From an optimization exercise on the open Yosys and OpenROAD flow, aimed at small area, a short achievable clock period and few clock cycles; shortcuts taken in it are not production practice.
The RTL of this run was laid out without a check of its function.
Power figures rest on the tool's default switching activity, not on a simulated workload.

[flow/design.v]
module fpp (
    input  wire         clk,
    input  wire         rst,           
    input  wire         in_valid,
    output wire         in_ready,
    input  wire [2:0]   in_kind,
    input  wire [7:0]   in_data,
    output wire [3:0]   status,
    output wire [6:0]   rxlen,
    output wire [191:0] sb             
);
    localparam [1:0] P_NF  = 2'd0;    
    localparam [1:0] P_INC = 2'd1;    
    localparam [1:0] P_CHK = 2'd2;    
    localparam [1:0] P_OK  = 2'd3;    
    reg [6:0]   rxlen_r;     
    reg [3:0]   status_r;
    reg [191:0] sb_r;
    reg [191:0] cand;        
    reg         clr;         
    reg         clr_ld;      
    reg         pbv;         
    reg [7:0]   pbd;         
    reg [1:0]   pst;
    reg         pok;         
    reg         fld;         
    reg         prev42;
    reg [4:0]   j;           
    reg [12:0]  acc;         
    reg         hi_ok;
    assign in_ready = ~clr;
    wire go      = in_valid & ~clr;
    wire a_start = go & ~in_kind[2] & ~in_kind[1] & ~in_kind[0];
    wire a_byte  = go & ~in_kind[2] & ~in_kind[1] &  in_kind[0];
    wire a_end   = go & ~in_kind[2] &  in_kind[1] & ~in_kind[0];
    wire a_error = go & ~in_kind[2] &  in_kind[1] &  in_kind[0];
    wire a_parse = go &  in_kind[2];
    wire shift = clr | (pbv & fld);
    always @(posedge clk)
        if (shift)
            cand <= {cand[183:0], pbd & {8{~clr}}};
    wire load = clr_ld | (in_valid & in_kind[2] & pok);
    integer k;
    always @(posedge clk)
        if (load)
            for (k = 0; k < 12; k = k + 1)
                sb_r[16*k +: 16] <= cand[191 - 16*k -: 16];
    reg [1:0] pst_n;
    reg [4:0] j_n;
    always @* begin
        pst_n = pst;
        j_n   = j;
        if (pbv) begin
            if (pst == P_NF) begin
                if (prev42 && pbd == 8'h4D) begin
                    pst_n = P_INC;
                    j_n   = 5'd2;
                end
            end else if (pst == P_INC) begin
                j_n = j + 5'd1;
                if (j == 5'd31)
                    pst_n = (hi_ok && acc[7:0] == pbd) ? P_OK : P_CHK;
            end
        end
        if (a_start || a_error)
            pst_n = P_NF;
    end
    always @(posedge clk) begin
        pbd <= in_data;
        if (rst) begin
            clr      <= 1'b1;
            clr_ld   <= 1'b0;
            j        <= 5'd0;
            rxlen_r  <= 7'd0;
            status_r <= 4'd0;
            pbv      <= 1'b0;
            pst      <= P_NF;
            pok      <= 1'b0;
            fld      <= 1'b0;
            prev42   <= 1'b0;
        end else if (clr) begin
            j      <= j + 5'd1;
            clr_ld <= (j == 5'd23);
            if (clr_ld)
                clr <= 1'b0;
        end else begin
            pbv <= a_byte & ~rxlen_r[6];
            pst <= pst_n;
            j   <= j_n;
            pok <= (pst_n == P_OK);
            fld <= (pst_n == P_INC) && (j_n >= 5'd4) && (j_n < 5'd28);
            if (pbv) begin
                prev42 <= (pbd == 8'h42);
                if (pst == P_NF)
                    acc <= 13'h008F;     
                else if (j < 5'd30)
                    acc <= acc + {5'd0, pbd};
                if (j == 5'd30)
                    hi_ok <= ({3'd0, acc[12:8]} == pbd);
            end
            if (a_start) begin
                rxlen_r <= 7'd0;
                prev42  <= 1'b0;
            end
            if (a_byte && !rxlen_r[6])
                rxlen_r <= rxlen_r + 7'd1;
            if (a_end)
                status_r <= 4'd0;
            if (a_error) begin
                rxlen_r  <= 7'd0;
                status_r <= 4'd8;
            end
            if (a_parse)
                case (pst)
                    P_NF:    status_r <= 4'd4;
                    P_INC:   status_r <= 4'd5;
                    P_CHK:   status_r <= 4'd3;
                    default: status_r <= 4'd0;
                endcase
        end
    end
    assign status = status_r;
    assign rxlen  = rxlen_r;
    assign sb     = sb_r;
endmodule
[flow/flow/run.sh]
#!/bin/bash
# The standard layout (standard.sh), with the port buffers made of buf_1
# cells instead of the slow delay cells buffer_ports picks by default.
set -euo pipefail
export BUFFER_PORTS_ARGS="-buffer_cell sky130_fd_sc_hd__buf_1"
bash standard.sh finish > flow_make.log 2>&1
[flow/standard.sh]
#!/bin/bash
# synth_recipe.tcl (not shown) runs the flow's synth.tcl, then flattens the netlist and writes it again
# the make line also repeats each setting of config.mk as NAME=value (left out here)
make -C /OpenROAD-flow-scripts/flow DESIGN_CONFIG=/design/flow/config.mk WORK_HOME=/design/flow/orfs CLKGATE_MAP_FILE= SYNTH_SCRIPT=/design/flow/synth_recipe.tcl "${@:-finish}"
[flow/config.mk]
export PLATFORM = sky130hd
export DESIGN_NAME = fpp
export DESIGN_NICKNAME = fpp
export VERILOG_FILES = /design/flow/design.v
export SDC_FILE = /design/flow/constraint.sdc
export NUM_CORES = 4
export LEC_CHECK = 0
export CAP_MARGIN = 20
export CORE_MARGIN = 2
export CORE_UTILIZATION = 65
export CTS_BUF_LIST = sky130_fd_sc_hd__clkbuf_8
export SETUP_SLACK_MARGIN = 3.8
export SLEW_MARGIN = 20
[flow/constraint.sdc]
create_clock -name core_clock -period 6.0 [get_ports {clk}]
set_input_delay 1.2000 -clock core_clock [delete_from_list [all_inputs] [get_ports {clk}]]
set_output_delay 1.2000 -clock core_clock [all_outputs]
set_load 0.01 [all_outputs]
==> results.py <==
metrics = {
    "pwr": {
        "clock_power_share_pct": 38.0,
        "pwr-share-comb_pct": 0.9,
        "netSwitchingFraction_pct": 19.7,
        "peakVddDrop_mv": 0.255,
        "total_leakage_power_nw": 6.81,
        "power_density_nw_per_um2": 307,
        "p_sw_mw": 1.04,
        "seqPwrFrac_pct": 61.1,
        "p_int_mw": 4.26,
    },
    "critical_path": {
        "crit_path_start_kind": "register",
        "worstPathCellList": "buf_1",
        "path_delay_family": "flip-flops",
        "cp_max_fo": 1,
        "path_buf_inv": 1,
        "worstSetupPathType": "register to output port",
        "cp.arrival_ns": 1.19,
        "max_stage_delay_ns": 0.45,
        "cp.required_ns": 4.80,
        "slowest_stage": "edfxtp_1",
        "end_kind": "output port",
    },
    "timing": {
        "finalCritPeriodShare_pct": 39.8,
        "tightest_slew_ns": 0.776,
        "slew_headroom_pct": 48.2,
        "finalHoldViolCount": 0,
        "rsz0062_at_grt": "yes",
        "fin_worst_skew_ns": 0.0285,
        "setup-violations-final": 0,
        "maxSlewViolCount": 0,
        "fmax_mhz": 419,
        "fin_crit_ns": 2.39,
        "fin_setup_tns_ns": 0,
    },
    "detailed_routing": {
        "drc": 0,
        "antenna_left": 0,
        "post_drt_wl_per_cell_um": 19.4,
        "vias_per_cell": 5.44,
        "wl_um": 24900,
        "drt_iter0_drc": 571,
        "drt_pass1_iterations": 5,
        "num_vias": 7017,
    },
    "run": {
        "max-cap-violations": 0,
    },
    "logic_synthesis": {
        "postSynthAreaPerCell_um2": 21.2,
        "ys_seq_area_share_pct": 89.1,
        "synth-edff-count": 398,
        "synth.cell_area_um2": 14100,
        "syn_inst": 666,
        "synth_nets": 696,
        "synth_top_flop_cell": "edfxtp_1",
        "yosys_register_bits": 430,
        "synthDistinctLibCells": 58,
        "async_reset_ff_share_pct": 0,
        "yosysWarnings": 1,
    },
    "outcome": {
        "outcome": "no timing/DRC/antenna violations",
    },
    "final_layout": {
        "fin_util_pct": 81.5,
        "nFillCells": 1086,
        "drive_gt1_share_pct": 35.3,
        "fin_nets": 994,
        "n_antenna_cell": 0,
        "layout_common_cells": "edfxtp_1, clkbuf_2, clkbuf_8, inv_1, buf_2",
        "layout_commonest_cell": "edfxtp_1",
        "area_delta_synth_final_pct": 21.9,
    },
    "clock_tree": {
        "clock_path_buffers": 3,
        "path_clk_slew_ns": 0.06,
        "clock_sinks": 430,
        "cts_hold_buf": 0,
        "htree_levels": 2,
        "root_buffer": "clkbuf_8",
        "cts_tree": "done",
        "numCtsBuffers": 61,
        "clock_latency_ns": 0.59,
    },
    "grt": {
        "first_global_vias": 6832,
        "grt_overflow": 0,
        "antenna_found_initial": 0,
        "track_usage_pct": 21.3,
        "grt_pass1_wl_um": 36600,
        "grt_max_degree": 97,
    },
    "floorplan": {
        "start_util_pct": 66.8,
        "die_area_um2": 22900,
        "pin_count": 218,
        "rows": 53,
        "die_h_um": 151,
        "fp.dieW_um": 151,
        "coreArea_um2": 21200,
    },
    "hold_path": {
        "hold_path_class": "register to register",
    },
    "place": {
        "detailed_place_hpwl_um": 14900,
        "port_buffers": 217,
        "gp_congestion": 0.872,
    },
}
[cell usage after synthesis, types with 9 or more instances]
| cell type | number | area, µm² |
|---|---|---|
| nor2_1 | 28 | 105 |
| ha_1 | 15 | 188 |
| nand2_1 | 18 | 67.6 |
| a21oi_1 | 16 | 80.1 |
| o21ai_0 | 9 | 45.0 |
| nor3_1 | 11 | 55.1 |
| nor2b_1 | 15 | 93.8 |
| clkbuf_1 | 11 | 41.3 |
| inv_1 | 13 | 48.8 |
| edfxtp_1 | 398 | 12000 |
| dfxtp_1 | 32 | 641 |
[metal layers]
layer	GRT usage, %	vias to the layer above	part of all wire [%]
li1	-	3236	-
met1	29.1	3445	40
met2	34.5	292	50
met3	5.42	44	7.8
met4	6.67	0	2.3
met5	0	-	0
[power by group through the flow]
stage	logic (mW)	registers (mW)	clock network, mW
after floorplan	0.0321	3.30	0
after global placement	0.0375	3.30	0
after detailed placement	0.0389	3.30	0
after CTS	0.0454	3.24	2.05
after global routing	0.0551	3.23	2.19
final	0.0499	3.24	2.01
[cells by family after synthesis]
family	after synthesis	share of synthesized area, %
multiplexers	7	0.522
AO/OA/AOI/OAI	62	3.00
AND/OR/NAND/NOR	113	4.52
buffers and inverters	26	0.690
adder cells (fa/ha/maj)	16	1.47
XOR/XNOR	12	0.743
flip-flops	430	89.1
[area by class of cell]
cell class / instances / area, µm² / area share, %
clock inverters: 51 / 239 / 1.39
multi-input cells: 211 / 1680 / 9.72
inverters: 13 / 52.6 / 0.305
flip-flops and latches: 430 / 12600 / 73.3
well taps: 275 / 344 / 2.00
repair buffers: 247 / 1440 / 8.37
clock buffers: 62 / 853 / 4.95
[final timing paths]
kind / from / to / slack [ns] / depth (start not counted)
min reg2reg: cand[52]$_DFFE_PP_ / sb_r[132]$_DFFE_PP_ / 0.43 / 0
min: cand[52]$_DFFE_PP_ / sb_r[132]$_DFFE_PP_ / 0.43 / 0
max: sb_r[182]$_DFFE_PP_ / sb[182] / 3.61 / 1
max reg2reg: acc[0]$_SDFFCE_PP1P_ / acc[9]$_SDFFCE_PP0P_ / 3.86 / 7
[state kept, by name, indices dropped and copies added, names as in the netlist, 2 cells and up]
| register | cells |
|---|---|
| acc | 13 |
| j | 5 |
| rxlen_r | 7 |
| status_r | 4 |
| pbd | 8 |
| pst | 2 |
| cand | 192 |
| sb_r | 192 |
[repair_timing]
action,4_1_cts,5_1_grt
resized for setup,115,173
pin swaps,9,10
endpoints found under the setup margin,612,499
buffers inserted,20,5
gates cloned,1,1
[metrics by stage]
| stage | instance area (µm²) | hold WS (ns) | power [mW] | setup WS, ns | std cells |
|---|---|---|---|---|---|
| after detailed placement | 15300 | 0.410 | 3.34 | 2.97 | 1149 |
| after global placement | 15300 | 0.403 | 3.34 | 3.06 | 1149 |
| after global routing | 17200 | 0.439 | 5.48 | 3.57 | 1289 |
| after CTS | 16900 | 0.426 | 5.33 | 3.58 | 1283 |
| after floorplan | 14200 | 0.400 | 3.33 | 2.75 | 666 |
| final | 17200 | 0.428 | 5.30 | 3.61 | 1289 |

re-timing with driven ports:
The results above use ideal ports. As a check the final layout listed here was re-extracted and re-timed, cells and wires unchanged.
Step 1 sets driving cells, clkbuf_16 on the clock port and buf_2 on the other inputs (assumed; they add their load-dependent delay and slew).
Step 2, shift: input delay + t, output delay - t, t = (earliest + latest rising clock arrival at the registers) / 2. This alone moves slack from input paths to output paths.
a / b / c = no drivers / after step 1 / after step 2; a / b = the first two.
t (ns): 0.617
setup slack, ns: 3.612 / 3.569 / 3.228
worst register clock-pin slew, ns: 0.08 / 0.08
After both steps this run still meets setup and hold. The setup slack of this run moves by -0.043 ns with the drivers and by -0.384 ns with both steps.
